This design comes from an exercise in tuning for small area, a short achievable clock period and few clock cycles on the open sky130 flow, not from production work.
In this exercise RTL edits were held to simulation tests only and were not proved equivalent to the original.
Power figures rest on the tool's default switching activity, not on a simulated workload.

[design.v]
module drift_score (
    input  wire       clk,
    input  wire       shift,       
    input  wire [7:0] b,
    output wire [7:0] last,        
    output wire       over         
);
    reg [127:0] r;
    reg [31:0]  p;
    reg [2:0]   kt;
    assign last = r[7:0];
    function [2:0] tadd;
        input [2:0] a, b;
        begin
            tadd[0] = a[0] | b[0];
            tadd[1] = a[1] | b[1] | (a[0] & b[0]);
            tadd[2] = a[2] | b[2] | (a[1] & b[0]) | (a[0] & b[1]);
        end
    endfunction
    function [2:0] therm;
        input [1:0] x;
        therm = {x[1] & x[0], x[1], x[1] | x[0]};
    endfunction
    function [2:0] ones2;
        input [1:0] x;
        ones2 = {1'b0, x[1] & x[0], x[1] | x[0]};
    endfunction
    wire [7:0] d  = b ^ r[127:120];
    wire [2:0] nt = tadd(tadd(ones2(d[1:0]), ones2(d[3:2])),
                         tadd(ones2(d[5:4]), ones2(d[7:6])));
    wire [1:0] pn = {nt[1], (nt[0] & !nt[1]) | nt[2]};
    wire [2:0] s0 = tadd(therm(p[1:0]),   therm(p[3:2]));
    wire [2:0] s1 = tadd(therm(p[5:4]),   therm(p[7:6]));
    wire [2:0] s2 = tadd(therm(p[9:8]),   therm(p[11:10]));
    wire [2:0] s3 = tadd(therm(p[13:12]), therm(p[15:14]));
    wire [2:0] s4 = tadd(therm(p[17:16]), therm(p[19:18]));
    wire [2:0] s5 = tadd(therm(p[21:20]), therm(p[23:22]));
    wire [2:0] s6 = tadd(therm(p[25:24]), therm(p[27:26]));
    wire [2:0] k14 = tadd(tadd(tadd(s0, s1), tadd(s2, s3)), tadd(tadd(s4, s5), s6));
    wire [2:0] sc = tadd(kt, nt);
    assign over = sc[2];
    always @(posedge clk) begin
        if (shift) begin
            r  <= {r[119:0], b};
            p  <= {p[29:0], pn};
            kt <= tadd(k14, nt);
        end
    end
endmodule
module rle_encoder (
    input  wire       clk,
    input  wire       rst,
    input  wire       cmd_valid,
    output wire       cmd_ready,
    input  wire [1:0] cmd_op,
    input  wire [7:0] cmd_byte,
    output wire       out_valid,
    input  wire       out_ready,
    output wire [7:0] out_byte
);
    localparam [1:0] OP_BYTE = 2'b01, OP_FLUSH = 2'b10, OP_INIT = 2'b11;
    localparam [7:0] MARKER = 8'h7E;
    reg       iv, rdy;
    reg [1:0] iop;
    reg [7:0] ib;
    reg [4:0] widx;         
    reg       full;         
    reg       any;          
    reg       supp;         
    reg [2:0] run;
    reg       xv, xt, xe;
    reg [7:0] ob;
    reg [2:0] xr;
    reg [7:0] xd;
    reg       yv, ym, yt, ye;
    reg [2:0] yr;
    reg [7:0] yd;
    assign cmd_ready = rdy;
    assign out_valid = xv;
    assign out_byte  = ob;
    wire acc   = cmd_valid && rdy;
    wire go    = iv && !yv;                      
    wire xlast = !xt && !xe;
    wire xfree = !xv || (xlast && out_ready);    
    wire is_byte  = (iop == OP_BYTE);
    wire is_flush = (iop == OP_FLUSH);
    wire [7:0] last;
    wire over;
    drift_score u_score (.clk(clk), .shift(go && is_byte), .b(ib), .last(last), .over(over));
    wire [7:0] prev = any ? last : 8'd0;
    wire now_full = full || (widx == 5'd31);
    wire mark     = now_full && over && !supp;
    wire [7:0] delta  = ib ^ prev;
    wire       absorb = (delta == 8'd0) && (run != 3'd7);
    wire       esc    = (delta[7:5] != 3'd0) || (delta[4:0] == 5'd31) ||
                        (run == 3'd3 && delta == 8'd30);
    reg       nm, nt, ne;
    reg [2:0] nr;
    reg [7:0] nd;
    always @* begin
        nm = 1'b0; nt = 1'b0; ne = 1'b0; nr = run; nd = delta;
        if (is_byte) begin
            nm = mark;
            nt = !absorb;
            ne = !absorb && esc;
        end else if (is_flush) begin
            nt = (run != 3'd0);
            nr = run - 3'd1;
            nd = 8'd0;
        end
    end
    wire nv = go && (nm | nt);
    wire       lm = yv ? ym : nm;
    wire       lt = yv ? yt : nt;
    wire       le = yv ? ye : ne;
    wire [2:0] lr = yv ? yr : nr;
    wire [7:0] ld = yv ? yd : nd;
    wire iv_next = acc || (iv && !go);
    wire yv_next = !xfree && (yv || nv);
    always @(posedge clk) begin
        if (rst) begin
            iv   <= 1'b0;
            rdy  <= 1'b1;
            widx <= 5'd0;
            full <= 1'b0;
            any  <= 1'b0;
            supp <= 1'b0;
            run  <= 3'd0;
            xv <= 1'b0; xt <= 1'b0; xe <= 1'b0;
            yv <= 1'b0;
        end else begin
            if (acc) begin
                iop <= cmd_op;
                ib  <= cmd_byte;
            end
            iv  <= iv_next;
            rdy <= !(iv_next && yv_next);
            yv <= yv_next;
            if (xfree) begin
                xv <= yv || nv;
                xt <= lm && lt;
                xe <= le;
                xr <= lr;
                xd <= ld;
                ob <= lm ? MARKER : {lr, le ? 5'd31 : ld[4:0]};
            end else begin
                if (out_ready) begin
                    if (xt) begin
                        xt <= 1'b0;
                        ob <= {xr, xe ? 5'd31 : xd[4:0]};
                    end else begin
                        xe <= 1'b0;
                        ob <= xd;
                    end
                end
                if (nv) begin
                    ym <= nm; yt <= nt; ye <= ne; yr <= nr; yd <= nd;
                end
            end
            if (go) begin
                case (iop)
                    OP_BYTE: begin
                        widx <= widx + 5'd1;
                        if (widx == 5'd31) full <= 1'b1;
                        any <= 1'b1;
                        if (now_full) supp <= mark;
                        run <= absorb ? run + 3'd1 : 3'd0;
                    end
                    OP_FLUSH: run <= 3'd0;
                    OP_INIT: begin
                        widx <= 5'd0;
                        full <= 1'b0;
                        any  <= 1'b0;
                        supp <= 1'b0;
                        run  <= 3'd0;
                    end
                    default: ;
                endcase
            end
        end
    end
endmodule
module rle_decoder (
    input  wire        clk,
    input  wire        rst,
    input  wire        cmd_valid,
    output wire        cmd_ready,
    input  wire [1:0]  cmd_op,
    input  wire [7:0]  cmd_byte,
    input  wire [15:0] cmd_cap,
    output wire        out_valid,
    input  wire        out_ready,
    output wire [7:0]  out_byte,
    output wire [15:0] out_index,
    output wire        res_valid,
    output wire [1:0]  res_status,
    output wire [15:0] res_count
);
    localparam [1:0] OP_BYTE = 2'b01, OP_END = 2'b10, OP_INIT = 2'b11;
    localparam [1:0] ST_OK = 2'd0, ST_CAP = 2'd1, ST_TRUNC = 2'd2;
    localparam [7:0] MARKER = 8'h7E;
    reg        iv, rdy;
    reg [1:0]  iop;
    reg [7:0]  ib;
    reg        esc_pending;
    reg [2:0]  esc_run;
    reg [15:0] room;        
    reg [1:0]  status;
    reg [7:0]  prev;
    reg [15:0] out_count;
    reg        xu, xend, xh;
    reg [2:0]  xk;
    reg [7:0]  xd;
    reg        yv, yh;
    reg [2:0]  yc;
    reg [7:0]  yd;
    assign cmd_ready  = rdy;
    assign out_valid  = xu;
    assign out_byte   = prev;
    assign out_index  = out_count;
    assign res_valid  = xend;
    assign res_status = xd[1:0];
    assign res_count  = out_count;
    wire acc   = cmd_valid && rdy;
    wire xlast = (xk == 3'd0) || (xk == 3'd1 && !xh);
    wire xfree = !xu || (xlast && out_ready);
    reg       unit;
    reg [2:0] u_run;
    reg [7:0] u_delta;
    always @* begin
        unit = 1'b0; u_run = 3'd0; u_delta = 8'd0;
        if (status == ST_OK) begin
            if (esc_pending) begin
                unit = 1'b1; u_run = esc_run; u_delta = ib;
            end else if (ib != MARKER && ib[4:0] != 5'd31) begin
                unit = 1'b1; u_run = ib[7:5]; u_delta = {3'd0, ib[4:0]};
            end
        end
    end
    wire [3:0]  need  = {1'b0, u_run} + 4'd1;
    wire        fits  = (room[15:3] != 13'd0) || (room[3:0] >= need);
    wire [4:0]  lo_left   = {1'b0, room[3:0]} - {1'b0, need};
    wire [11:0] hi_dec    = room[15:4] - 12'd1;
    wire [15:0] room_left = {lo_left[4] ? hi_dec : room[15:4], lo_left[3:0]};
    reg       nv, nh;
    reg [2:0] nc;
    reg [7:0] nd;
    always @* begin
        nv = 1'b0; nh = 1'b0; nc = 3'd0; nd = u_delta;
        case (iop)
            OP_BYTE: begin
                nv = unit && (fits || room[2:0] != 3'd0);
                nh = fits;
                nc = fits ? u_run : room[2:0];
            end
            OP_END: begin
                nv = 1'b1;
                nd = {6'd0, (status == ST_OK && esc_pending) ? ST_TRUNC : status};
            end
            OP_INIT: begin
                nv = 1'b1;
                nd = 8'd4;
            end
            default: ;
        endcase
    end
    wire go = iv && (!yv || !nv);            
    wire       ln = go && nv;
    wire       lv = yv || ln;
    wire       lh = yv ? yh : nh;
    wire [2:0] lc = yv ? yc : nc;
    wire [7:0] ld = yv ? yd : nd;
    wire       lunit = lv && (lh || lc != 3'd0);
    wire       lctl  = lv && !lh && lc == 3'd0;
    wire iv_next = acc || (iv && !go);
    wire yv_next = !xfree && (yv || ln);
    always @(posedge clk) begin
        if (rst) begin
            esc_pending <= 1'b0;
            esc_run     <= 3'd0;
            room        <= 16'd0;
            status      <= ST_OK;
            prev        <= 8'd0;
            out_count   <= 16'd0;
            xu   <= 1'b0;
            xend <= 1'b0;
            yv   <= 1'b0;
            iv   <= 1'b0;
            rdy  <= 1'b1;
        end else begin
            if (acc) begin
                iop <= cmd_op;
                ib  <= cmd_byte;
            end
            iv  <= iv_next;
            rdy <= !(iv_next && yv_next);
            if (xu && out_ready) begin
                out_count <= out_count + 16'd1;
                if (xk != 3'd0) xk <= xk - 3'd1;
                if (xk == 3'd1 && xh) begin
                    xh   <= 1'b0;
                    prev <= prev ^ xd;
                end
            end
            if (xfree) begin
                xu   <= lunit;
                xend <= lctl && !ld[2];
                xh   <= lh && lc != 3'd0;
                xk   <= lc;
                xd   <= ld;
                if (lunit && lc == 3'd0) prev <= prev ^ ld;
                if (lctl && ld[2]) begin
                    prev      <= 8'd0;
                    out_count <= 16'd0;
                end
            end else if (ln) begin
                yh <= nh; yc <= nc; yd <= nd;
            end
            yv <= yv_next;
            if (go) begin
                case (iop)
                    OP_BYTE: begin
                        if (status == ST_OK) begin
                            if (esc_pending)
                                esc_pending <= 1'b0;
                            else if (ib != MARKER && ib[4:0] == 5'd31) begin
                                esc_pending <= 1'b1;
                                esc_run     <= ib[7:5];
                            end
                        end
                        if (unit) begin
                            if (fits) begin
                                room <= room_left;
                            end else begin
                                room   <= 16'd0;
                                status <= ST_CAP;
                            end
                        end
                    end
                    OP_END: begin
                        if (status == ST_OK && esc_pending) status <= ST_TRUNC;
                    end
                    OP_INIT: begin
                        esc_pending <= 1'b0;
                        esc_run     <= 3'd0;
                        status      <= ST_OK;
                    end
                    default: ;
                endcase
            end
            if (acc && cmd_op == OP_INIT) room <= cmd_cap;
        end
    end
endmodule
module rle_codec (
    input  wire        clk,
    input  wire        rst,
    input  wire        enc_cmd_valid,
    output wire        enc_cmd_ready,
    input  wire [1:0]  enc_cmd_op,
    input  wire [7:0]  enc_cmd_byte,
    output wire        enc_out_valid,
    input  wire        enc_out_ready,
    output wire [7:0]  enc_out_byte,
    input  wire        dec_cmd_valid,
    output wire        dec_cmd_ready,
    input  wire [1:0]  dec_cmd_op,
    input  wire [7:0]  dec_cmd_byte,
    input  wire [15:0] dec_cmd_cap,
    output wire        dec_out_valid,
    input  wire        dec_out_ready,
    output wire [7:0]  dec_out_byte,
    output wire [15:0] dec_out_index,
    output wire        dec_res_valid,
    output wire [1:0]  dec_res_status,
    output wire [15:0] dec_res_count
);
    rle_encoder u_enc (
        .clk(clk), .rst(rst),
        .cmd_valid(enc_cmd_valid), .cmd_ready(enc_cmd_ready),
        .cmd_op(enc_cmd_op), .cmd_byte(enc_cmd_byte),
        .out_valid(enc_out_valid), .out_ready(enc_out_ready), .out_byte(enc_out_byte)
    );
    rle_decoder u_dec (
        .clk(clk), .rst(rst),
        .cmd_valid(dec_cmd_valid), .cmd_ready(dec_cmd_ready),
        .cmd_op(dec_cmd_op), .cmd_byte(dec_cmd_byte), .cmd_cap(dec_cmd_cap),
        .out_valid(dec_out_valid), .out_ready(dec_out_ready),
        .out_byte(dec_out_byte), .out_index(dec_out_index),
        .res_valid(dec_res_valid), .res_status(dec_res_status), .res_count(dec_res_count)
    );
endmodule
[config.mk]
export PLATFORM = sky130hd
export DESIGN_NAME = rle_codec
export DESIGN_NICKNAME = rle_codec
export VERILOG_FILES = /design/flow/design.v
export SDC_FILE = /design/flow/constraint.sdc
export NUM_CORES = 4
export LEC_CHECK = 0
export CAP_MARGIN = 20
export CORE_MARGIN = 2
export CORE_UTILIZATION = 40
export SETUP_SLACK_MARGIN = 5
export SLEW_MARGIN = 20
[run.sh]
#!/bin/bash
# synth_recipe.tcl (not shown) runs the flow's synth.tcl, then flattens the netlist and writes it again
# the make line also repeats each setting of config.mk as NAME=value (left out here)
make -C /OpenROAD-flow-scripts/flow DESIGN_CONFIG=/design/flow/config.mk WORK_HOME=/design/flow/orfs CLKGATE_MAP_FILE= SYNTH_SCRIPT=/design/flow/synth_recipe.tcl finish
[constraint.sdc]
create_clock -name core_clock -period 11.0 [get_ports {clk}]
set_input_delay 2.2000 -clock core_clock [delete_from_list [all_inputs] [get_ports {clk}]]
set_output_delay 2.2000 -clock core_clock [all_outputs]
set_load 0.01 [all_outputs]
==> results.toml, run 1 <==
[status]
status = "no timing/DRC/antenna violations"

[flow_run]
max_cap_viol_count = 0

[clock_network]
ctsHoldBuffers = 0
cts.sink_count = 304
numCtsBuffers = 35
clk_pin_slew_worst_paths_ps = 60
cts_resized = 0
clk_path_buf_depth = 3
postCtsSetupBuffers = 0
insertion_delay_ps = 510
cts-root-buf = "clkbuf_16"
cts_tree = "yes"
cts-htree-levels = 2

[sta]
finalHoldViolations = 0
final.setup_skew_ps = 16.2
period_share = 0.449
setup_viol_count_final = 0
finalCriticalPeriod_ps = 4940
fin_setup_tns_ps = 0
max_slew_margin = 0.293
slew_violations = 0
setup_slack_ps = 6060
fmax_mhz = 202
rsz0062_at_grt = "no"
worstMarginPinSlew_ps = 1060

[global_routing]
grt_pass1_wl_um = 42600
grt_use_total = 0.152
antenna_found_initial = 1
grt_remaining_overflow = 0
grt_pass1_vias = 8131
grt_max_degree = 157

[power]
power.density_mw_per_mm2 = 170
vdd_drop_max_v = 0.0000956
leakagePower_nw = 5.18

[drt]
drtIter0Drc = 816
wl_per_cell_um = 16.2
dr_wl_met2_um = 11600
drt-total-wl_um = 26400
met3WireLength_um = 1370
routed.top_layer = "met5"
ant_nets = 0
num_vias = 8680
m1WireLength_um = 12900
routed_via_density = 5.32
drc_errors = 0
drt_pass1_iterations = 6

[cells_and_area]
nFillCells = 2959
post_route_cells_drive_above_1_share = 0.0740
nets = 1225
area_growth_pct = 18.1
antenna_cells = 0
multiInputGateArea_mm2 = 0.00430
final_area_mm2 = 0.0156
register_area_mm2 = 0.00845

[worst_setup_path]
cp.required_ps = 11390
worstReg2RegEnd = "u_dec.out_count[9]$_SDFF_PP0_"
rr_startpoint = "u_dec.status[0]$_SDFFE_PP0P_"
worst_setup_path_start_kind = "flop"
path_buf_inv = 3
crit_fanout = 22
crit_path_top_delay_cell = "o21ai_1"
rrSetupSlack_ps = 6060
critPathTopFamily = "compound AO/OA/AOI/OAI gates"
startpoint = "u_dec.status[0]$_SDFFE_PP0P_"
path_class = "reg -> reg"
cp.arrival_ps = 5330
crit_path_end = "u_dec.out_count[9]$_SDFF_PP0_"
reg2reg_depth = 15
cp_slowest_stage_delay_ps = 740
cp.depth = 15
cp-end-kind = "flop"
path_cells = "nor2_1, and3_1, a32oi_1, inv_1, ha_1, inv_1, ha_1, nor2b_1, o31ai_1, nand3_2, a31oi_1, nand4_2, o21ai_1, buf_4, nor2_1"

[synthesis]
synth_flop_cell = "edfxtp_1"
seq_area_frac_synth = 0.639
synth.net_count = 1143
synth_top_area_share = 0.536
yosys_warnings = 3
netlist_top_cells_area = "edfxtp_1, dfxtp_1, nor2_1, nand2_1, a21oi_1"
synthArstFlopShare = 0
avgSynthCellArea_um2 = 12.2
yosys-top-cells-count = "edfxtp_1, nor2_1, nand2_1"
yosys.cell_types.count = 81
synth_cells = 1083
yosysMostFrequentCell = "edfxtp_1"
synth-seq-cells = 304
synth_edf_count = 236
yosysTopAreaCell = "edfxtp_1"
netlist_area_mm2 = 0.0132

[die]
core_mm2 = 0.0325
die_h_um = 186
start_util = 0.406
die_w_um = 186
die_area_mm2 = 0.0345
boundaryPins = 97
row_count = 66

[placed_design]
place_congestion = 0.859
hpwl_um = 17300
numPortBuffers = 96
place_ws_ps = 5920
placed_cell_area_mm2 = 0.0145

[worst_hold_path]
hold_depth = 0
hold_class = "reg -> reg"
==> where the power goes <==
group	switching, W	leakage, nW	internal (W)
clock	0.000445	0.538	0.000663
sequential	0.0000287	2.73	0.00127
combinational	0.000141	1.91	0.000102
==> state kept, by name (all words and copies together) (netlist names), 16 cells and up <==
name / flops
u_dec.room: 16
u_enc.u_score.p: 28
u_dec.out_count: 16
u_enc.u_score.r: 128
==> worst min path at each step <==
stage	start	endpoint	slack, ps
after floorplan	u_enc.u_score.r[92]$_DFFE_PP_	u_enc.u_score.r[100]$_DFFE_PP_	400
after global placement	u_enc.u_score.r[107]$_DFFE_PP_	u_enc.u_score.r[115]$_DFFE_PP_	400
after detailed placement	u_enc.u_score.r[60]$_DFFE_PP_	u_enc.u_score.r[68]$_DFFE_PP_	410
after CTS	u_enc.u_score.r[109]$_DFFE_PP_	u_enc.u_score.r[117]$_DFFE_PP_	400
after global routing	u_enc.u_score.r[52]$_DFFE_PP_	u_enc.u_score.r[60]$_DFFE_PP_	420
final	u_enc.u_score.r[109]$_DFFE_PP_	u_enc.u_score.r[117]$_DFFE_PP_	410
==> metrics by stage <==
stage | hold slack, ps | utilization | std cells | total power [W]
2_1_floorplan | 400 | - | 1083 | 0.00148
3_3_place_gp | 401 | 0.446 | 1569 | 0.00156
3_5_place_dp | 405 | 0.446 | 1570 | 0.00156
4_1_cts | 405 | 0.480 | 1631 | 0.00268
5_1_grt | 416 | 0.480 | 1631 | 0.00276
6_report | 405 | 0.480 | 1631 | 0.00265
==> metal layers <==
layer | vias up | track usage
li1 | 4259 | -
met1 | 4190 | 0.226
met2 | 194 | 0.230
met3 | 35 | 0.0284
met4 | 2 | 0.0381
met5 | - | 0
==> layout make-up <==
| type | count | share of cell area |
|---|---|---|
| flip-flops and latches | 304 | 0.541 |
| multi-input cells | 675 | 0.276 |
| repair buffers | 106 | 0.0669 |
| clock buffers | 46 | 0.0615 |
| well taps | 442 | 0.0354 |
| inverters | 43 | 0.0103 |
| clock inverters | 15 | 0.00906 |
==> logic make-up (layout without fill, tap and decap cells) <==
kind of cell             after synthesis  after routing  synth area share
adder cells (fa/ha/maj)               24             24            0.0222
buffers and inverters                104            210            0.0363
multiplexers                          16             16            0.0132
XOR/XNOR                              42             42            0.0278
flip-flops                           304            304             0.639
AND/OR/NAND/NOR                      351            351             0.134
AO/OA/AOI/OAI                        242            242             0.128
==> placed cells by master, fill, tap and decap left out, types with 7 or more instances in the layout <==
| cell | n |
|---|---|
| nor2_1 | 105 |
| nor4_1 | 11 |
| and3_1 | 14 |
| a211oi_1 | 9 |
| edfxtp_1 | 236 |
| o2111ai_1 | 8 |
| buf_4 | 9 |
| xnor2_1 | 15 |
| a41oi_1 | 12 |
| a32oi_1 | 16 |
| a21oi_1 | 59 |
| ha_1 | 17 |
| nor3_1 | 20 |
| a32o_1 | 7 |
| nand2b_1 | 11 |
| clkdlybuf4s50_1 | 95 |
| dfxtp_1 | 68 |
| nor2b_1 | 11 |
| clkbuf_1 | 9 |
| clkbuf_16 | 37 |
| nand2_1 | 84 |
| o31ai_1 | 7 |
| nand3_1 | 29 |
| inv_1 | 43 |
| a31oi_1 | 12 |
| mux2_2 | 10 |
| xor2_1 | 27 |
| o21ai_0 | 47 |
| nand4_1 | 12 |
| or3_1 | 11 |
Testbench counts, summed over its fixed seeds: cycles 31,396.
==> inputs of run 2 (changes only) <==
--- a/design.v
+++ b/design.v
@@ -209,5 +209,5 @@
     reg [7:0]  prev;
     reg [15:0] out_count;
-    reg        xu, xend, xh;
+    reg        xu, xend, xinit, xh;
     reg [2:0]  xk;
     reg [7:0]  xd;
@@ -225,22 +225,17 @@
     wire xlast = (xk == 3'd0) || (xk == 3'd1 && !xh);
     wire xfree = !xu || (xlast && out_ready);
-    reg       unit;
-    reg [2:0] u_run;
-    reg [7:0] u_delta;
-    always @* begin
-        unit = 1'b0; u_run = 3'd0; u_delta = 8'd0;
-        if (status == ST_OK) begin
-            if (esc_pending) begin
-                unit = 1'b1; u_run = esc_run; u_delta = ib;
-            end else if (ib != MARKER && ib[4:0] != 5'd31) begin
-                unit = 1'b1; u_run = ib[7:5]; u_delta = {3'd0, ib[4:0]};
-            end
-        end
-    end
-    wire [3:0]  need  = {1'b0, u_run} + 4'd1;
-    wire        fits  = (room[15:3] != 13'd0) || (room[3:0] >= need);
-    wire [4:0]  lo_left   = {1'b0, room[3:0]} - {1'b0, need};
+    wire xstep = xu && out_ready;
+    wire ok      = (status == ST_OK);
+    wire is_byte = (iop == OP_BYTE);
+    wire       plain   = (ib != MARKER) && (ib[4:0] != 5'd31);
+    wire       unit    = ok && (esc_pending || plain);
+    wire [2:0] u_run   = esc_pending ? esc_run : ib[7:5];
+    wire [7:0] u_delta = esc_pending ? ib : {3'd0, ib[4:0]};
+    wire       room_hi = (room[15:3] != 13'd0);
+    wire       room_nz = room_hi || (room[2:0] != 3'd0);
+    wire       fits    = room_hi || (room[2:0] > u_run);      
+    wire [4:0]  lo_left   = {1'b0, room[3:0]} + {2'b01, ~u_run};
     wire [11:0] hi_dec    = room[15:4] - 12'd1;
-    wire [15:0] room_left = {lo_left[4] ? hi_dec : room[15:4], lo_left[3:0]};
+    wire [15:0] room_left = {lo_left[4] ? room[15:4] : hi_dec, lo_left[3:0]};
     reg       nv, nh;
     reg [2:0] nc;
@@ -250,5 +245,5 @@
         case (iop)
             OP_BYTE: begin
-                nv = unit && (fits || room[2:0] != 3'd0);
+                nv = unit && room_nz;
                 nh = fits;
                 nc = fits ? u_run : room[2:0];
@@ -256,5 +251,5 @@
             OP_END: begin
                 nv = 1'b1;
-                nd = {6'd0, (status == ST_OK && esc_pending) ? ST_TRUNC : status};
+                nd = {6'd0, (ok && esc_pending) ? ST_TRUNC : status};
             end
             OP_INIT: begin
@@ -265,12 +260,13 @@
         endcase
     end
-    wire go = iv && (!yv || !nv);            
-    wire       ln = go && nv;
-    wire       lv = yv || ln;
+    wire n_c0 = is_byte && unit && room_nz && (u_run == 3'd0);
+    wire go   = iv && (!yv || !nv);            
+    wire ln   = iv && !yv && nv;               
     wire       lh = yv ? yh : nh;
     wire [2:0] lc = yv ? yc : nc;
     wire [7:0] ld = yv ? yd : nd;
-    wire       lunit = lv && (lh || lc != 3'd0);
-    wire       lctl  = lv && !lh && lc == 3'd0;
+    wire       lunit = yv ? (yh || yc != 3'd0) : (ln && (nh || nc != 3'd0));
+    wire       lctl  = yv ? (!yh && yc == 3'd0) : (ln && !nh && nc == 3'd0);
+    wire       l_c0  = yv ? (yh && yc == 3'd0) : (iv && n_c0);
     wire iv_next = acc || (iv && !go);
     wire yv_next = !xfree && (yv || ln);
@@ -283,9 +279,10 @@
             prev        <= 8'd0;
             out_count   <= 16'd0;
-            xu   <= 1'b0;
-            xend <= 1'b0;
-            yv   <= 1'b0;
-            iv   <= 1'b0;
-            rdy  <= 1'b1;
+            xu    <= 1'b0;
+            xend  <= 1'b0;
+            xinit <= 1'b0;
+            yv    <= 1'b0;
+            iv    <= 1'b0;
+            rdy   <= 1'b1;
         end else begin
             if (acc) begin
@@ -295,24 +292,26 @@
             iv  <= iv_next;
             rdy <= !(iv_next && yv_next);
-            if (xu && out_ready) begin
+            if (xinit)
+                out_count <= 16'd0;
+            else if (xstep)
                 out_count <= out_count + 16'd1;
+            if (xfree && l_c0)
+                prev <= (xinit ? 8'd0 : prev) ^ ld;
+            else if (xinit)
+                prev <= 8'd0;
+            else if (xstep && xk == 3'd1 && xh)
+                prev <= prev ^ xd;
+            if (xfree) begin
+                xu    <= lunit;
+                xend  <= lctl && !ld[2];
+                xinit <= lctl && ld[2];
+                xh    <= lh && lc != 3'd0;
+                xk    <= lc;
+                xd    <= ld;
+            end else if (xstep) begin
                 if (xk != 3'd0) xk <= xk - 3'd1;
-                if (xk == 3'd1 && xh) begin
-                    xh   <= 1'b0;
-                    prev <= prev ^ xd;
-                end
+                if (xk == 3'd1) xh <= 1'b0;
             end
-            if (xfree) begin
-                xu   <= lunit;
-                xend <= lctl && !ld[2];
-                xh   <= lh && lc != 3'd0;
-                xk   <= lc;
-                xd   <= ld;
-                if (lunit && lc == 3'd0) prev <= prev ^ ld;
-                if (lctl && ld[2]) begin
-                    prev      <= 8'd0;
-                    out_count <= 16'd0;
-                end
-            end else if (ln) begin
+            if (!yv) begin
                 yh <= nh; yc <= nc; yd <= nd;
             end
@@ -321,5 +320,5 @@
                 case (iop)
                     OP_BYTE: begin
-                        if (status == ST_OK) begin
+                        if (ok) begin
                             if (esc_pending)
                                 esc_pending <= 1'b0;
@@ -339,5 +338,5 @@
                     end
                     OP_END: begin
-                        if (status == ST_OK && esc_pending) status <= ST_TRUNC;
+                        if (ok && esc_pending) status <= ST_TRUNC;
                     end
                     OP_INIT: begin
==> flow/run.sh (new file) <==
#!/bin/bash
# Standard ORFS layout, with faster port buffers (buf_4 in place of the
# default delay-cell buffer) and a deeper setup repair. Each make run's
# full output goes to a log file of its own in this folder.
set -euo pipefail
bash standard.sh synth > synth.log 2>&1
bash standard.sh \
    BUFFER_PORTS_ARGS="-buffer_cell sky130_fd_sc_hd__buf_4" \
    SETUP_SLACK_MARGIN=${FLOW_SETUP_MARGIN:-7.5} \
    finish > layout.log 2>&1
==> standard.sh (new file) <==
#!/bin/bash
# synth_recipe.tcl (not shown) runs the flow's synth.tcl, then flattens the netlist and writes it again
# the make line also repeats each setting of config.mk as NAME=value (left out here)
make -C /OpenROAD-flow-scripts/flow DESIGN_CONFIG=/design/flow/config.mk WORK_HOME=/design/flow/orfs CLKGATE_MAP_FILE= SYNTH_SCRIPT=/design/flow/synth_recipe.tcl "${@:-finish}"
removed: run.sh
==> run 2 against run 1 <==
- still clean on timing, DRC and antenna
- synthesized cell count fell by 4.4%
- setup slack improved by 1600 ps
- worst hold slack improved by 7.8 ps
- power fell by 2.7%
- clock power barely moved
- combinational power fell by 24%
- non-clock buffer count fell by 1
- sequential share of layout area rose by 1.7 points
- final cell count fell by 5.5%
- critical path type unchanged
==> results.toml, run 2 <==
[global_routing]
grt_max_degree = 84
grt_pass1_wl_um = 41400
grt_remaining_overflow = 0
grt_use_total = 0.152
grt_pass1_vias = 7822
antenna_found_initial = 0

[die]
die_area_mm2 = 0.0338
boundaryPins = 97
die_h_um = 184
start_util = 0.407
core_mm2 = 0.0317
die_w_um = 184
row_count = 65

[cells_and_area]
nets = 1175
antenna_cells = 0
top_regs = "u_enc.u_score.r x128, u_enc.u_score.p x28"
post_route_cells_drive_above_1_share = 0.182
layout_common_cells = "edfxtp_1, buf_4, nand2_1"
largest_register = "u_enc.u_score.r"
largest_reg_flops = 128
nFillCells = 2822
area_growth_pct = 17.4
final_common_cell = "edfxtp_1"

[power]
power_w = 0.00258
power.density_mw_per_mm2 = 170
leakagePower_nw = 5.22
vdd_drop_max_v = 0.0000968

[worst_setup_path]
reg2reg_depth = 7
startpoint = "u_dec.room[4]$_SDFFE_PP0P_"
path_class = "reg -> reg"
cp.arrival_ps = 3620
worst_setup_path_start_kind = "flop"
rr_startpoint = "u_dec.room[4]$_SDFFE_PP0P_"
cp.required_ps = 11260
rrSetupSlack_ps = 7640
crit_path_end = "u_dec.xh$_SDFFCE_PP0P_"
cp-end-kind = "flop"
worstReg2RegEnd = "u_dec.xh$_SDFFCE_PP0P_"
crit_fanout = 6

[synthesis]
synth-seq-cells = 305
yosys.cell_types.count = 76
synthArstFlopShare = 0
yosysTopAreaCell = "edfxtp_1"
yosys_warnings = 3
synth_edf_count = 236
seq_area_frac_synth = 0.655
yosysMostFrequentCell = "edfxtp_1"
yosys-top-cells-count = "edfxtp_1, nand2_1, nor2_1"
synth.net_count = 1094
netlist_area_mm2 = 0.0129
avgSynthCellArea_um2 = 12.5
netlist_top_cells_area = "edfxtp_1, dfxtp_1, nand2_1, nor2_1, a21oi_1"
synth_cells = 1035
synth_top_area_share = 0.548
synth_flop_cell = "edfxtp_1"

[drt]
routed_via_density = 5.39
drt-total-wl_um = 25700
num_vias = 8307
drtIter0Drc = 579
wl_per_cell_um = 16.7
drt_pass1_iterations = 5
drc_errors = 0
ant_nets = 0

[sta]
finalHoldViolations = 0
slew_violations = 0
fmax_mhz = 297
finalCriticalPeriod_ps = 3360
period_share = 0.306
rsz0062_at_grt = "no"
setup_viol_count_final = 0
max_slew_margin = 0.303
fin_setup_tns_ps = 0
final.setup_skew_ps = 9.69
worstMarginPinSlew_ps = 1050

[worst_hold_path]
hold_class = "reg -> reg"

[placed_design]
hpwl_um = 16800
numPortBuffers = 96
place_congestion = 0.802

[status]
status = "no timing/DRC/antenna violations"

[clock_network]
cts-htree-levels = 2
ctsHoldBuffers = 0
cts.sink_count = 305
numCtsBuffers = 34
cts-root-buf = "clkbuf_16"
clk_path_buf_depth = 3
clk_pin_slew_worst_paths_ps = 60
cts_tree = "yes"
insertion_delay_ps = 510

[flow_run]
max_cap_viol_count = 0
run 2: cell count changes in the layout (fill, tap and decap cells not counted), sizes merged, moves of 11 or more:
| cell | previous run | this run |
|---|---|---|
| buf | 11 | 105 |
| o22ai | 3 | 16 |
| a41oi | 12 | 1 |
| a32oi | 16 | 2 |
| nand3 | 30 | 17 |
| nor2 | 107 | 86 |
| nor3 | 21 | 37 |
| a21oi | 59 | 48 |
| clkdlybuf4s50 | 95 | 0 |
| inv | 44 | 31 |
run 2: cells by family after synthesis:
family / Yosys count / synth area share
and+or+nand+nor: 321 / 0.121
DFF: 305 / 0.655
AOI/OAI and AO/OA: 236 / 0.127
buffers and inverters: 91 / 0.0326
xor gates and xnor gates: 40 / 0.0271
muxes: 21 / 0.0171
adders and majority gates: 21 / 0.0201
run 2: cell type report:
cell class                      instances  area, µm²  share of cell area
Inverter                               31        125             0.00825
Timing Repair Buffer                  105        806              0.0531
Sequential cell                       305       8470               0.558
Multi-Input combinational cell        639       4190               0.276
Clock buffer                           44        910              0.0600
Tap cell                              402        503              0.0332
Clock inverter                         16        164              0.0108
run 2: timing repair:
| item | in CTS | in global routing |
|---|---|---|
| resized for setup | 6 | 10 |
| endpoints found under the setup margin | 48 | 42 |
| setup buffers | 1 | 2 |
| cloned | 0 | 1 |
| pin swaps | 1 | 1 |
run 2: per-stage QoR:
step | utilization | worst slack [ps] | hold WS [ps] | cell area (µm²) | instances
CTS | 0.476 | 7500 | 417 | 15100 | 1539
floorplan | - | 7340 | 400 | 13100 | 1035
finish | 0.478 | 7640 | 413 | 15200 | 1542
detailed placement | 0.441 | 6410 | 405 | 14000 | 1478
global placement | 0.441 | 6410 | 400 | 14000 | 1478
global route | 0.478 | 7490 | 421 | 15200 | 1542
run 2: power by group:
group / switching, W / total, W / internal, W
combinational: 0.000108 / 0.000184 / 0.0000760
clock: 0.000444 / 0.00110 / 0.000657
sequential: 0.0000259 / 0.00129 / 0.00127
run 2: how the worst min path moves through the flow:
stage,slack [ps],cells after the start,end,startpoint
floorplan,400,0,u_enc.u_score.r[100]$_DFFE_PP_,u_enc.u_score.r[92]$_DFFE_PP_
global placement,400,0,u_enc.u_score.r[123]$_DFFE_PP_,u_enc.u_score.r[115]$_DFFE_PP_
detailed placement,400,0,u_enc.u_score.r[100]$_DFFE_PP_,u_enc.u_score.r[92]$_DFFE_PP_
CTS,420,0,u_enc.u_score.r[58]$_DFFE_PP_,u_enc.u_score.r[50]$_DFFE_PP_
global route,420,0,u_enc.u_score.r[52]$_DFFE_PP_,u_enc.u_score.r[44]$_DFFE_PP_
finish,410,0,u_enc.u_score.r[58]$_DFFE_PP_,u_enc.u_score.r[50]$_DFFE_PP_
run 2: per-layer routing:
metal	share of wire	vias to the layer above	wire, µm	GRT usage
met3	0.047	37	1210	0.0289
met1	0.51	4050	13200	0.235
met4	0.018	0	461	0.0435
met2	0.42	165	10900	0.216
li1	-	4055	-	-
met5	0	-	0	0
run 2: critical path, stage by stage, from the launching register on:
cell	delay (ps)
dfxtp_1	320
or4_1	640
or3_4	430
or4_1	570
nor3_4	400
mux2i_1	270
o21ai_2	100
o311a_1	380
Testbench counts of run 2, summed over its fixed seeds: cycles 31,396.
==> inputs of run 3 (changes only) <==
--- a/config.mk
+++ b/config.mk
@@ -8,5 +8,7 @@
 export CAP_MARGIN = 20
 export CORE_MARGIN = 2
-export CORE_UTILIZATION = 40
+export CORE_UTILIZATION = 60
+export CTS_BUF_LIST = sky130_fd_sc_hd__clkbuf_8
+export CTS_CLUSTER_SIZE = 40
 export SETUP_SLACK_MARGIN = 5
 export SLEW_MARGIN = 20
==> run 3 against run 2 <==
- sequential cell count unchanged
- synthesized cell count unchanged
- final cell count down 6.5%
- sequential share of layout area up 1.3 points
- clock skew up 11 ps
- via count down 0.73%
- sequential power about the same
- power down 7.2%
- die area down 33%
- setup slack worse by 3.5 ps
- global-route usage up 6.1 points
- critical path type unchanged
==> results.toml, run 3 <==
[clock_network]
insertion_delay_ps = 560
clk_path_buf_depth = 3
cts-htree-levels = 2
cts_tree = "yes"
cts-root-buf = "clkbuf_8"
ctsHoldBuffers = 0
clk_pin_slew_worst_paths_ps = 60
cts.sink_count = 305
numCtsBuffers = 47

[synthesis]
synth-xor-area-share = 0.0271
netlist_top_cells_area = "edfxtp_1, dfxtp_1, nand2_1, nor2_1, a21oi_1"
synth-seq-cells = 305
synthSimpleGateAreaFrac = 0.121
synth.net_count = 1094
synth_edf_count = 236
synth_compound_gate_area_share = 0.127
yosysTopAreaCell = "edfxtp_1"
seq_area_frac_synth = 0.655
synthArstFlopShare = 0
yosys.cell_types.count = 76
synth_top_area_share = 0.548
synth_mux_area_frac = 0.0171
avgSynthCellArea_um2 = 12.5
yosysMostFrequentCell = "edfxtp_1"
synth_cells = 1035
yosys-top-cells-count = "edfxtp_1, nand2_1, nor2_1"
synth_top_family_by_area = "compound AO/OA/AOI/OAI gates"
yosys_warnings = 3
netlist_area_mm2 = 0.0129
synth_flop_cell = "edfxtp_1"
synth_adder_area_share = 0.0201

[sta]
final.setup_skew_ps = 20.9
fin_setup_tns_ps = 0
worstMarginPinSlew_ps = 896
setup_slack_ps = 7630
rsz0062_at_grt = "yes"
period_share = 0.306
finalHoldViolations = 0
fmax_mhz = 297
finalCriticalPeriod_ps = 3370
max_slew_margin = 0.397
setup_viol_count_final = 0
slew_violations = 0

[cells_and_area]
largest_reg_flops = 128
post_route_cells_drive_above_1_share = 0.196
layout_common_cells = "edfxtp_1, buf_4, nand2_1"
largest_register = "u_enc.u_score.r"
nets = 1188
final_common_cell = "edfxtp_1"
nFillCells = 1507
area_growth_pct = 14.8
top_regs = "u_enc.u_score.r x128, u_enc.u_score.p x28"
final_area_mm2 = 0.0148
fin_cells = 1442
antenna_cells = 0

[power]
pwr-share-clk = 0.384
p_sw_frac = 0.236
vdd_drop_max_v = 0.000110
p_switching_w = 0.000565
leakagePower_nw = 5.20
power_frac_comb = 0.076
seqPwrFrac = 0.540
power.density_mw_per_mm2 = 161
cellInternalPower_w = 0.00183

[drt]
drt-total-wl_um = 24100
drt_pass1_iterations = 5
drc_errors = 0
ant_nets = 0
wl_per_cell_um = 16.7
drtIter0Drc = 678
num_vias = 8246
routed_via_density = 5.72

[global_routing]
grt_remaining_overflow = 0
grt_pass1_vias = 7468
grt_pass1_wl_um = 38300
grt_use_total = 0.213
antenna_found_initial = 0
grt_max_degree = 93

[die]
die_w_um = 151
boundaryPins = 97
die_h_um = 151
die_area_mm2 = 0.0227
core_mm2 = 0.0211
row_count = 53
start_util = 0.613

[worst_setup_path]
path_buf_inv = 0
cp_slowest_stage_delay_ps = 640
worst_setup_path_start_kind = "flop"
crit_fanout = 6
critPathTopFamily = "simple AND/OR/NAND/NOR gates"
crit_path_top_delay_cell = "or4_1"
path_cells = "or4_1, or3_4, or4_1, nor3_4, mux2i_1, o21ai_2, o311a_1"
rrSetupSlack_ps = 7630
cp-end-kind = "flop"
cp.required_ps = 11300
path_class = "reg -> reg"
cp_common_cell = "or4_1"
cp.arrival_ps = 3660

[flow_run]
max_cap_viol_count = 0

[placed_design]
placed_cell_area_mm2 = 0.0138
hpwl_um = 15600
place_ws_ps = 6400
post-place-cells = 1351
numPortBuffers = 96
place_congestion = 0.805

[worst_hold_path]
hold_class = "reg -> reg"

[status]
status = "no timing/DRC/antenna violations"
## run 3: cell counts after synthesis
Identical to the previous run, type by type.
## run 3: layer usage
metal | routed length (µm) | GRT usage | part of all wire | vias to the layer above
met2 | 10400 | 0.300 | 0.43 | 214
met3 | 1290 | 0.0380 | 0.054 | 39
li1 | - | - | - | 4095
met1 | 12000 | 0.341 | 0.50 | 3898
met4 | 373 | 0.0603 | 0.016 | 0
met5 | 0 | 0 | 0 | -
## run 3: power by group through the flow
| stage | Combinational [W] | Clock (W) | Sequential (W) |
|---|---|---|---|
| finish | 0.000181 | 0.000919 | 0.00129 |
| global route | 0.000203 | 0.000999 | 0.00130 |
| CTS | 0.000181 | 0.000946 | 0.00129 |
| detailed placement | 0.000175 | 0 | 0.00132 |
| global placement | 0.000173 | 0 | 0.00132 |
| floorplan | 0.000135 | 0 | 0.00131 |
## run 3: worst paths after layout
check / start / to / cells past startpoint
setup / recovery: u_dec.room[4]$_SDFFE_PP0P_ / u_dec.xh$_SDFFCE_PP0P_ / 7
hold / removal: u_enc.u_score.r[109]$_DFFE_PP_ / u_enc.u_score.r[117]$_DFFE_PP_ / 0
setup reg to reg: u_dec.room[4]$_SDFFE_PP0P_ / u_dec.xh$_SDFFCE_PP0P_ / 7
hold reg to reg: u_enc.u_score.r[109]$_DFFE_PP_ / u_enc.u_score.r[117]$_DFFE_PP_ / 0
## run 3: what timing repair did
action                                 in CTS  in global routing
pin swaps                                   2                  1
setup endpoints to repair                  52                 38
resized for setup                           4                  8
endpoints found under the hold margin       0                  0
setup buffers                               4                  0
## run 3: area by class of cell
cell class | instances | area, µm² | area share
clock inverter | 39 | 264 | 0.0178
clock buffer | 48 | 661 | 0.0445
multi-input combinational | 639 | 4170 | 0.281
sequential | 305 | 8470 | 0.571
timing repair buffer | 105 | 796 | 0.0536
tap | 275 | 344 | 0.0232
inverter | 31 | 125 | 0.00844
## run 3: stage by stage
step / util / hold slack (ps) / power, W
3_3_place_gp: 0.655 / 400 / 0.00149
6_report: 0.703 / 412 / 0.00239
4_1_cts: 0.701 / 412 / 0.00242
3_5_place_dp: 0.655 / 405 / 0.00149
5_1_grt: 0.703 / 421 / 0.00250
2_1_floorplan: - / 400 / 0.00144
## run 3: logic make-up (layout without fill, tap and decap cells)
| logic type | Yosys count | in the layout |
|---|---|---|
| simple gates | 321 | 321 |
| compound gates | 236 | 236 |
| buf+inv | 91 | 223 |
| xor+xnor | 40 | 40 |
| fa+ha+maj | 21 | 21 |
| mux | 21 | 21 |
| flops | 305 | 305 |
## run 3: worst register-to-register path: cells and delay by family, from the launching register on
| family | cells | cell delay [ps] |
|---|---|---|
| AO/OA/AOI/OAI | 2 | 460 |
| flip-flops | 1 | 320 |
| multiplexers | 1 | 310 |
| AND/OR/NAND/NOR | 4 | 2010 |
==> inputs of run 4 (changes only) <==
--- a/config.mk
+++ b/config.mk
@@ -6,9 +6,11 @@
 export NUM_CORES = 4
 export LEC_CHECK = 0
+export ABC_AREA = 1
 export CAP_MARGIN = 20
 export CORE_MARGIN = 2
-export CORE_UTILIZATION = 60
+export CORE_UTILIZATION = 70
 export CTS_BUF_LIST = sky130_fd_sc_hd__clkbuf_8
-export CTS_CLUSTER_SIZE = 40
+export CTS_CLUSTER_DIAMETER = 150
+export CTS_CLUSTER_SIZE = 18
 export SETUP_SLACK_MARGIN = 5
 export SLEW_MARGIN = 20
==> run 4 against run 3 <==
- largest cell class unchanged
- sequential cell count is the same
- sequential power about the same
- sequential share of layout area up 1.9 points
- die area is 12% lower
- critical path depth is 6 lower
- synthesized area is 2.0% higher
- via count grew 7.4%
- final cell count rose by 11%
- register-to-register slack better by 530 ps
- clock-buffer cell count shrank 28
- setup slack gained 4.0 ps
- highest routed layer is now met5
- non-clock buffer count shrank 7
==> results.toml, run 4 <==
[status]
status = "no timing/DRC/antenna violations"

[placed_design]
place_congestion = 0.887
numPortBuffers = 96
hpwl_um = 16200

[clock_network]
cts_tree = "yes"
numCtsBuffers = 20
cts.sink_count = 305
clk_path_buf_depth = 3
insertion_delay_ps = 570
cts-htree-levels = 1
cts-root-buf = "clkbuf_8"
clk_pin_slew_worst_paths_ps = 120
ctsHoldBuffers = 0

[synthesis]
synth_top_area_share = 0.538
yosys.cell_types.count = 53
yosysTopAreaCell = "edfxtp_1"
synthArstFlopShare = 0
avgSynthCellArea_um2 = 10.3
yosysMostFrequentCell = "nand2_1"
yosys-top-cells-count = "nand2_1, edfxtp_1, inv_1, nor2_1, nand3_1"
synth_edf_count = 236
netlist_top_cells_area = "edfxtp_1, dfxtp_1, nand2_1, inv_1, nor2_1"
synth-seq-cells = 305
synth.net_count = 1335
synth_flop_cell = "edfxtp_1"
yosys_warnings = 3
synth_cells = 1276
netlist_area_mm2 = 0.0132
seq_area_frac_synth = 0.642

[global_routing]
grt_pass1_wl_um = 38000
antenna_found_initial = 1
grt_use_total = 0.235
grt_max_degree = 96
grt_remaining_overflow = 0
grt_pass1_vias = 8031

[die]
start_util = 0.709
boundaryPins = 97
row_count = 50
die_h_um = 141
die_area_mm2 = 0.0199
die_w_um = 141
core_mm2 = 0.0186

[cells_and_area]
layout_common_cells = "nand2_1, edfxtp_1, inv_1"
nFillCells = 1217
top_regs = "u_enc.u_score.r x128, u_enc.u_score.p x28"
largest_register = "u_enc.u_score.r"
antenna_cells = 0
register_area_mm2 = 0.00847
fin_util = 0.772
largest_reg_flops = 128
area_growth_pct = 8.82
final_common_cell = "nand2_1"
multiInputGateArea_mm2 = 0.00396
post_route_cells_drive_above_1_share = 0.115
nets = 1412

[drt]
num_vias = 8854
drc_errors = 0
routed_via_density = 5.53
drtIter0Drc = 829
drt_pass1_iterations = 5
drt-total-wl_um = 23700
ant_nets = 0
wl_per_cell_um = 14.8

[worst_setup_path]
cp_slowest_stage_delay_ps = 450
cp-end-kind = "output pin"
critPathTopFamily = "flip-flops"
crit_path_top_delay_cell = "dfxtp_1"
crit_fanout = 5
path_buf_inv = 1
cp.arrival_ps = 1160
path_cells = "buf_4"
worst_setup_path_start_kind = "flop"
path_class = "reg -> out"
cp.required_ps = 8800
rrSetupSlack_ps = 8160

[sta]
finalCriticalPeriod_ps = 3360
finalHoldViolations = 0
period_share = 0.306
rsz0062_at_grt = "no"
fin_setup_tns_ps = 0
worstMarginPinSlew_ps = 907
final.setup_skew_ps = 27.8
setup_viol_count_final = 0
fmax_mhz = 297
slew_violations = 0
hold_slack_ps = 416
max_slew_margin = 0.393

[power]
leakagePower_nw = 5.79
vdd_drop_max_v = 0.000135
power.density_mw_per_mm2 = 143

[worst_hold_path]
hold_class = "reg -> reg"

[flow_run]
max_cap_viol_count = 0
[run 4: changes by cell type after synthesis, moves of 26 or more]
cell / before / now
nand3_1: 17 / 75
nor2_1: 86 / 136
nand2_1: 92 / 293
inv_1: 30 / 136
o21ai_0: 38 / 64
[run 4: final timing paths]
kind	start	depth (start not counted)	end
max	u_enc.xv$_SDFFE_PP0N_	1	enc_out_valid
min	u_enc.u_score.r[85]$_DFFE_PP_	0	u_enc.u_score.r[93]$_DFFE_PP_
max reg2reg	u_dec.esc_pending$_SDFFE_PP0P_	14	u_dec.room[8]$_SDFFE_PP0P_
min reg2reg	u_enc.u_score.r[85]$_DFFE_PP_	0	u_enc.u_score.r[93]$_DFFE_PP_
[run 4: layout make-up]
cell class | instances | area share
clock buffer | 20 | 0.0192
tap | 234 | 0.0204
clock inverter | 16 | 0.00506
timing repair buffer | 98 | 0.0516
inverter | 142 | 0.0372
sequential | 305 | 0.590
multi-input combinational | 786 | 0.276
[run 4: repair_timing]
action | 4_1_cts | 5_1_grt
pin swaps | 0 | 0
gates cloned | 0 | 0
endpoints found under the setup margin | 29 | 21
setup buffers | 0 | 0
gates resized for setup | 1 | 4
[run 4: cells by family after synthesis]
group                    after synthesis  share of synthesized area
XOR/XNOR                              33                     0.0219
AND/OR/NAND/NOR                      574                      0.188
adder cells (fa/ha/maj)               17                     0.0167
AO/OA/AOI/OAI                        162                     0.0693
buffers and inverters                185                     0.0613
flip-flops                           305                      0.642
[run 4: metal layers]
layer | vias up | track usage | part of all wire
li1 | 4435 | - | -
met1 | 4091 | 0.353 | 0.47
met2 | 282 | 0.364 | 0.45
met3 | 44 | 0.0343 | 0.064
met5 | - | 0 | 0.00055
met4 | 2 | 0.0668 | 0.020
[run 4: stage by stage]
stage / worst slack [ps] / cells / power [W] / area [µm²]
2_1_floorplan: 6440 / 1276 / 0.00151 / 13200
3_3_place_gp: 6650 / 1565 / 0.00156 / 14000
3_5_place_dp: 6640 / 1565 / 0.00157 / 14000
4_1_cts: 7560 / 1601 / 0.00207 / 14300
5_1_grt: 7530 / 1601 / 0.00215 / 14300
6_report: 7640 / 1601 / 0.00206 / 14300
[run 4: power breakdown]
group	leakage (nW)	switching (W)	internal, W	total, W
Clock	0.231	0.000336	0.000175	0.000510
Sequential	2.76	0.0000256	0.00127	0.00130
Combinational	2.80	0.000157	0.0000925	0.000250
Total	5.79	0.000518	0.00154	0.00206
==> inputs of run 5 (changes only) <==
--- a/config.mk
+++ b/config.mk
@@ -6,11 +6,10 @@
 export NUM_CORES = 4
 export LEC_CHECK = 0
-export ABC_AREA = 1
 export CAP_MARGIN = 20
 export CORE_MARGIN = 2
 export CORE_UTILIZATION = 70
-export CTS_BUF_LIST = sky130_fd_sc_hd__clkbuf_8
+export CTS_BUF_LIST = sky130_fd_sc_hd__clkbuf_16
 export CTS_CLUSTER_DIAMETER = 150
-export CTS_CLUSTER_SIZE = 18
+export CTS_CLUSTER_SIZE = 28
 export SETUP_SLACK_MARGIN = 5
 export SLEW_MARGIN = 20
==> run 5 against run 4 <==
- clock-buffer cell count fell by 5
- largest power group unchanged
- still clean
- clock skew fell by 7.7 ps
- first-iteration DRC count fell by 2.7%
- setup slack got worse by 61 ps
- via count fell by 4.3%
==> results.toml, run 5 <==
[worst_hold_path]
hold_class = "reg -> reg"
hold_depth = 0
hp-start = "u_enc.u_score.r[90]$_DFFE_PP_"
hold_end = "u_enc.u_score.r[98]$_DFFE_PP_"

[cells_and_area]
post_route_cells_drive_above_1_share = 0.168
area_growth_pct = 10.9
fin_util = 0.795
nets = 1158
top_regs = "u_enc.u_score.r x128, u_enc.u_score.p x28"
largest_reg_flops = 128
final_common_cell = "edfxtp_1"
layout_common_cells = "edfxtp_1, buf_4, nand2_1"
antenna_cells = 0
largest_register = "u_enc.u_score.r"
register_area_mm2 = 0.00847
final_area_mm2 = 0.0143
nFillCells = 1086
multiInputGateArea_mm2 = 0.00420

[power]
power_w = 0.00206
leakagePower_nw = 4.96
power.density_mw_per_mm2 = 144
vdd_drop_max_v = 0.000215

[sta]
worstMarginPinSlew_ps = 892
fin_setup_tns_ps = 0
finalCriticalPeriod_ps = 3420
finalHoldViolations = 0
fmax_mhz = 292
setup_slack_ps = 7580
period_share = 0.311
setup_viol_count_final = 0
rsz0062_at_grt = "no"
max_slew_margin = 0.403
final.setup_skew_ps = 20.1
slew_violations = 0

[worst_setup_path]
worstReg2RegEnd = "u_dec.xh$_SDFFCE_PP0P_"
rr_startpoint = "u_dec.room[5]$_SDFFE_PP0P_"
cp.required_ps = 11250
rrSetupSlack_ps = 7580
reg2reg_depth = 7
cp.arrival_ps = 3670
cp-end-kind = "flop"
crit_fanout = 6
worst_setup_path_start_kind = "flop"
path_class = "reg -> reg"

[global_routing]
grt_max_degree = 91
grt_pass1_vias = 7969
grt_use_total = 0.258
grt_remaining_overflow = 0
grt_pass1_wl_um = 40800
antenna_found_initial = 0

[clock_network]
numCtsBuffers = 14
cts_tree = "yes"
clk_pin_slew_worst_paths_ps = 110
cts-root-buf = "clkbuf_16"
clk_path_buf_depth = 3
ctsHoldBuffers = 0
insertion_delay_ps = 490
cts-htree-levels = 1
cts.sink_count = 305

[drt]
drt_pass1_iterations = 5
drc_errors = 0
num_vias = 8473
m1WireLength_um = 11300
drt-total-wl_um = 25500
ant_nets = 0
dr_wl_met2_um = 12300
wl_per_cell_um = 19.1
drtIter0Drc = 807
met3WireLength_um = 1440
routed_via_density = 6.34
routed.top_layer = "met4"

[synthesis]
netlist_area_mm2 = 0.0129
yosys_warnings = 3
synth-seq-cells = 305
yosys-top-cells-count = "edfxtp_1, nand2_1, nor2_1"
yosys.cell_types.count = 76
synth_cells = 1035
yosysTopAreaCell = "edfxtp_1"
avgSynthCellArea_um2 = 12.5
synth_top_area_share = 0.548
synth_edf_count = 236
yosysMostFrequentCell = "edfxtp_1"
synth_flop_cell = "edfxtp_1"
seq_area_frac_synth = 0.655
netlist_top_cells_area = "edfxtp_1, dfxtp_1, nand2_1, nor2_1, a21oi_1"
synth.net_count = 1094
synthArstFlopShare = 0

[die]
boundaryPins = 97
core_mm2 = 0.0180
row_count = 49
die_area_mm2 = 0.0196
die_w_um = 140
start_util = 0.717
die_h_um = 140

[placed_design]
numPortBuffers = 96
place_congestion = 0.858
place_ws_ps = 6420
hpwl_um = 16800
placed_cell_area_mm2 = 0.0138

[status]
status = "no timing/DRC/antenna violations"

[flow_run]
max_cap_viol_count = 0
==> run 5: cell count changes after synthesis, moves of 16 or more <==
cell      before  now
nor2_1       136   86
clkbuf_1      14   36
inv_1        136   30
a21oi_1       63   47
nand3_1       75   17
o22ai_1        0   16
nand2_1      293   92
o21ai_0       64   38
nor3_1        13   35
==> run 5: cell type report <==
cell class,instances,area share
Clock buffer,15,0.0262
Multi-Input combinational cell,639,0.293
Clock inverter,9,0.00244
Timing Repair Buffer,108,0.0592
Inverter,31,0.00873
Sequential cell,305,0.591
Tap cell,229,0.0200
==> run 5: report_power, final <==
part           switching (W)  leakage, nW  total (W)  internal, W
clock network       0.000332        0.231   0.000583     0.000251
registers          0.0000259         2.76    0.00129      0.00127
logic               0.000111         1.97   0.000190    0.0000783
==> run 5: how the worst max path moves through the flow <==
stage                                          start                         end
after floorplan                        dec_out_ready  u_dec.prev[0]$_SDFFE_PP0P_
after global placement                           rst        u_enc.rdy$_SDFF_PP1_
after detailed placement                         rst        u_enc.rdy$_SDFF_PP1_
after CTS                                        rst        u_enc.rdy$_SDFF_PP1_
after global routing                   dec_out_ready  u_dec.prev[6]$_SDFFE_PP0P_
final                     u_dec.room[5]$_SDFFE_PP0P_      u_dec.xh$_SDFFCE_PP0P_
==> run 5: cell families (layout without fill, tap and decap cells) <==
kind of cell	Yosys count	count (layout)	synth area share
simple gates	321	321	0.121
flops	305	305	0.655
compound gates	236	236	0.127
buf+inv	91	163	0.0326
xor+xnor	40	40	0.0271
fa+ha+maj	21	21	0.0201
mux	21	21	0.0171
==> run 5: critical path, cell delays in order (launching register included) <==
cell and delay [ps]:
dfxtp_1 350, or4_1 630, or3_4 430, or4_1 570, nor3_4 380, mux2i_1 340
o21ai_2 120, o311a_1 350
==> run 5: metal layers <==
metal,track usage,up-vias
li1,-,3987
met1,0.385,4141
met2,0.419,314
met3,0.0299,31
met4,0.0511,0
met5,0,-
==> run 5: what timing repair did <==
item,CTS,global route
endpoints found under the setup margin,56,20
cloned,0,1
pin swaps,2,1
resized for setup,7,9
buffers inserted,3,1
==> run 5: metrics by stage <==
step           instances  hold WS [ps]
6_report            1336           405
5_1_grt             1336           425
4_1_cts             1333           416
3_5_place_dp        1306           405
3_3_place_gp        1306           401
2_1_floorplan       1035           400
==> inputs of run 6 (changes only) <==
--- a/flow/run.sh
+++ b/flow/run.sh
@@ -7,4 +7,4 @@
 bash standard.sh \
     BUFFER_PORTS_ARGS="-buffer_cell sky130_fd_sc_hd__buf_4" \
-    SETUP_SLACK_MARGIN=${FLOW_SETUP_MARGIN:-7.5} \
+    SETUP_SLACK_MARGIN=${FLOW_SETUP_MARGIN:-7.8} \
     finish > layout.log 2>&1
--- a/config.mk
+++ b/config.mk
@@ -6,10 +6,11 @@
 export NUM_CORES = 4
 export LEC_CHECK = 0
+export ABC_AREA = 1
 export CAP_MARGIN = 20
 export CORE_MARGIN = 2
 export CORE_UTILIZATION = 70
-export CTS_BUF_LIST = sky130_fd_sc_hd__clkbuf_16
+export CTS_BUF_LIST = sky130_fd_sc_hd__clkbuf_8
 export CTS_CLUSTER_DIAMETER = 150
-export CTS_CLUSTER_SIZE = 28
+export CTS_CLUSTER_SIZE = 18
 export SETUP_SLACK_MARGIN = 5
 export SLEW_MARGIN = 20
==> run 6 against run 5 <==
- still clean
- wire length up 0.60%
- final cell count up 22%
- sequential cell count is the same
- final area up 5.1%
- power up 0.79%
- global-route usage decreased by 0.78 points
- non-clock buffer count increased by 25
- sequential share of layout area fell by 2.4 points
- clock-buffer cell count up 6
- worst hold slack better by 10 ps
- critical endpoint is now dec_res_status[0]
- largest cell class unchanged
==> results.toml, run 6 <==
[status]
status = "no timing/DRC/antenna violations"

[synthesis]
yosysTopAreaCell = "edfxtp_1"
synthArstFlopShare = 0
synth_edf_count = 236
synth.net_count = 1335
seq_area_frac_synth = 0.642
synth-seq-cells = 305
yosys.cell_types.count = 53
yosys_warnings = 3
synth_top_area_share = 0.538
avgSynthCellArea_um2 = 10.3
netlist_top_cells_area = "edfxtp_1, dfxtp_1, nand2_1, inv_1, nor2_1"
yosys-top-cells-count = "nand2_1, edfxtp_1, inv_1, nor2_1, nand3_1"
synth_cells = 1276
synth_flop_cell = "edfxtp_1"
yosysMostFrequentCell = "nand2_1"
netlist_area_mm2 = 0.0132

[die]
row_count = 50
boundaryPins = 97
die_h_um = 141
start_util = 0.709
core_mm2 = 0.0186
die_w_um = 141
die_area_mm2 = 0.0199

[drt]
drt-total-wl_um = 25600
met3WireLength_um = 1270
routed.top_layer = "met4"
ant_nets = 0
num_vias = 9064
m1WireLength_um = 11700
dr_wl_met2_um = 12100
routed_via_density = 5.54
drt_pass1_iterations = 5
drtIter0Drc = 692
wl_per_cell_um = 15.7
drc_errors = 0

[power]
power_w = 0.00208
vdd_drop_max_v = 0.000146
pwr-share-clk = 0.246
seqPwrFrac = 0.623
leakagePower_nw = 6.11
power_frac_comb = 0.131
power.density_mw_per_mm2 = 138
cellInternalPower_w = 0.00155
p_sw_frac = 0.253
p_switching_w = 0.000527

[clock_network]
cts-htree-levels = 1
numCtsBuffers = 20
clk_path_buf_depth = 3
cts-root-buf = "clkbuf_8"
cts_tree = "yes"
cts.sink_count = 305
ctsHoldBuffers = 0
clk_pin_slew_worst_paths_ps = 120
insertion_delay_ps = 540

[flow_run]
max_cap_viol_count = 0

[worst_setup_path]
path_class = "reg -> out"
path_buf_inv = 1
crit_fanout = 2
worst_setup_path_start_kind = "flop"
crit_path_top_delay_cell = "edfxtp_1"
cp.arrival_ps = 1120
cp.required_ps = 8800
path_cells = "buf_6"
cp_slowest_stage_delay_ps = 440
cp-end-kind = "output pin"
critPathTopFamily = "flip-flops"

[global_routing]
grt_pass1_wl_um = 40500
grt_pass1_vias = 8487
grt_use_total = 0.250
antenna_found_initial = 0
grt_remaining_overflow = 0
grt_max_degree = 88

[sta]
final.setup_skew_ps = 20.4
setup_slack_ps = 7680
max_slew_margin = 0.307
slew_violations = 0
rsz0062_at_grt = "yes"
setup_viol_count_final = 0
period_share = 0.302
finalHoldViolations = 0
finalCriticalPeriod_ps = 3320
fin_setup_tns_ps = 0
worstMarginPinSlew_ps = 1040
fmax_mhz = 301

[cells_and_area]
fin_util = 0.811
nFillCells = 1086
nets = 1447
largest_reg_flops = 128
largest_register = "u_enc.u_score.r"
layout_common_cells = "nand2_1, edfxtp_1, inv_1"
fin_cells = 1636
post_route_cells_drive_above_1_share = 0.177
final_common_cell = "nand2_1"
antenna_cells = 0
area_growth_pct = 14.4
top_regs = "u_enc.u_score.r x128, u_enc.u_score.p x28"

[placed_design]
numPortBuffers = 96
place_congestion = 0.890
hpwl_um = 15800
place_ws_ps = 6470
post-place-cells = 1565

[worst_hold_path]
hold_class = "reg -> reg"
-- run 6: per-stage QoR --
step	instance area, µm²	hold WS, ps
floorplan	13400	400
global placement	14200	401
detailed placement	14200	405
CTS	15000	416
global route	15100	432
finish	15100	415
-- run 6: kinds of logic (layout without fill, tap and decap cells) --
| logic type | count (synthesis) | after routing | share of synthesized area |
|---|---|---|---|
| flops | 305 | 305 | 0.642 |
| buf+inv | 185 | 311 | 0.0613 |
| compound gates | 162 | 162 | 0.0693 |
| fa+ha+maj | 17 | 17 | 0.0167 |
| xor+xnor | 33 | 33 | 0.0219 |
| simple gates | 574 | 574 | 0.188 |
-- run 6: worst paths after layout --
kind | slack (ps) | end | from | cells past startpoint
hold reg to reg | 410 | u_enc.u_score.r[96]$_DFFE_PP_ | u_enc.u_score.r[88]$_DFFE_PP_ | 0
setup reg to reg | 8140 | u_enc.u_score.r[12]$_DFFE_PP_ | u_enc.yv$_SDFF_PP0_ | 5
hold / removal | 410 | u_enc.u_score.r[96]$_DFFE_PP_ | u_enc.u_score.r[88]$_DFFE_PP_ | 0
setup / recovery | 7680 | dec_res_status[0] | u_dec.xd[0]$_DFFE_PP_ | 1
-- run 6: power groups by stage --
stage | registers [W] | clock network [W] | logic, W
after floorplan | 0.00132 | 0 | 0.000203
after CTS | 0.00130 | 0.000526 | 0.000270
after detailed placement | 0.00132 | 0 | 0.000258
after global placement | 0.00132 | 0 | 0.000251
final | 0.00130 | 0.000511 | 0.000273
after global routing | 0.00130 | 0.000564 | 0.000306
-- run 6: layout make-up --
class | instances | area, µm² | share of cell area
flip-flops and latches | 305 | 8540 | 0.566
multi-input cells | 786 | 4140 | 0.275
repair buffers | 133 | 1210 | 0.0804
inverters | 142 | 548 | 0.0364
well taps | 234 | 293 | 0.0194
clock buffers | 21 | 289 | 0.0192
clock inverters | 15 | 56.3 | 0.00374
-- run 6: per-layer routing --
| metal | GRT usage | up-vias |
|---|---|---|
| li1 | - | 4512 |
| met1 | 0.367 | 4230 |
| met2 | 0.405 | 278 |
| met3 | 0.0309 | 44 |
| met4 | 0.0637 | 0 |
| met5 | 0 | - |
-- run 6: repair_timing --
action | in CTS | in global routing
cloned | 0 | 0
endpoints found under the setup margin | 109 | 156
setup buffers | 28 | 7
resized for setup | 93 | 13
pin swaps | 1 | 5

port drivers added, routing unchanged:
In the flow no input, the clock included, has a driving cell. The finished layouts below were timed again as built, in two steps. Step 1: set_driving_cell puts a clkbuf_16 on clk and a buf_2 on each other input, an assumption about the parent block. Step 2 times the ports against the registers' clock, not the clock port: input delays grow and output delays shrink by t, the midpoint of the rising clock arrivals with the driver on. a / b / c = ideal / step 1 / step 2; a / b = the first two.
| run | t, ns | setup slack, ns | worst register clock-pin slew, ns | pins driven straight from the clock port |
|---|---|---|---|---|
| run 1 | 0.555 | 6.059 / 6.059 / 5.860 | 0.06 / 0.06 | 1 |
| run 2 | 0.556 | 7.638 / 7.598 / 7.134 | 0.06 / 0.06 | 1 |
| run 3 | 0.597 | 7.635 / 7.591 / 7.068 | 0.07 / 0.07 | 1 |
| run 4 | 0.595 | 7.639 / 7.595 / 7.089 | 0.12 / 0.12 | 1 |
| run 5 | 0.524 | 7.578 / 7.578 / 7.106 | 0.11 / 0.11 | 1 |
| run 6 | 0.575 | 7.675 / 7.635 / 7.102 | 0.12 / 0.12 | 1 |
After both steps setup and hold are still met in every run listed. For run 6, which loses most, drivers alone change the setup slack by -0.040 ns; drivers and shift together by -0.573 ns.
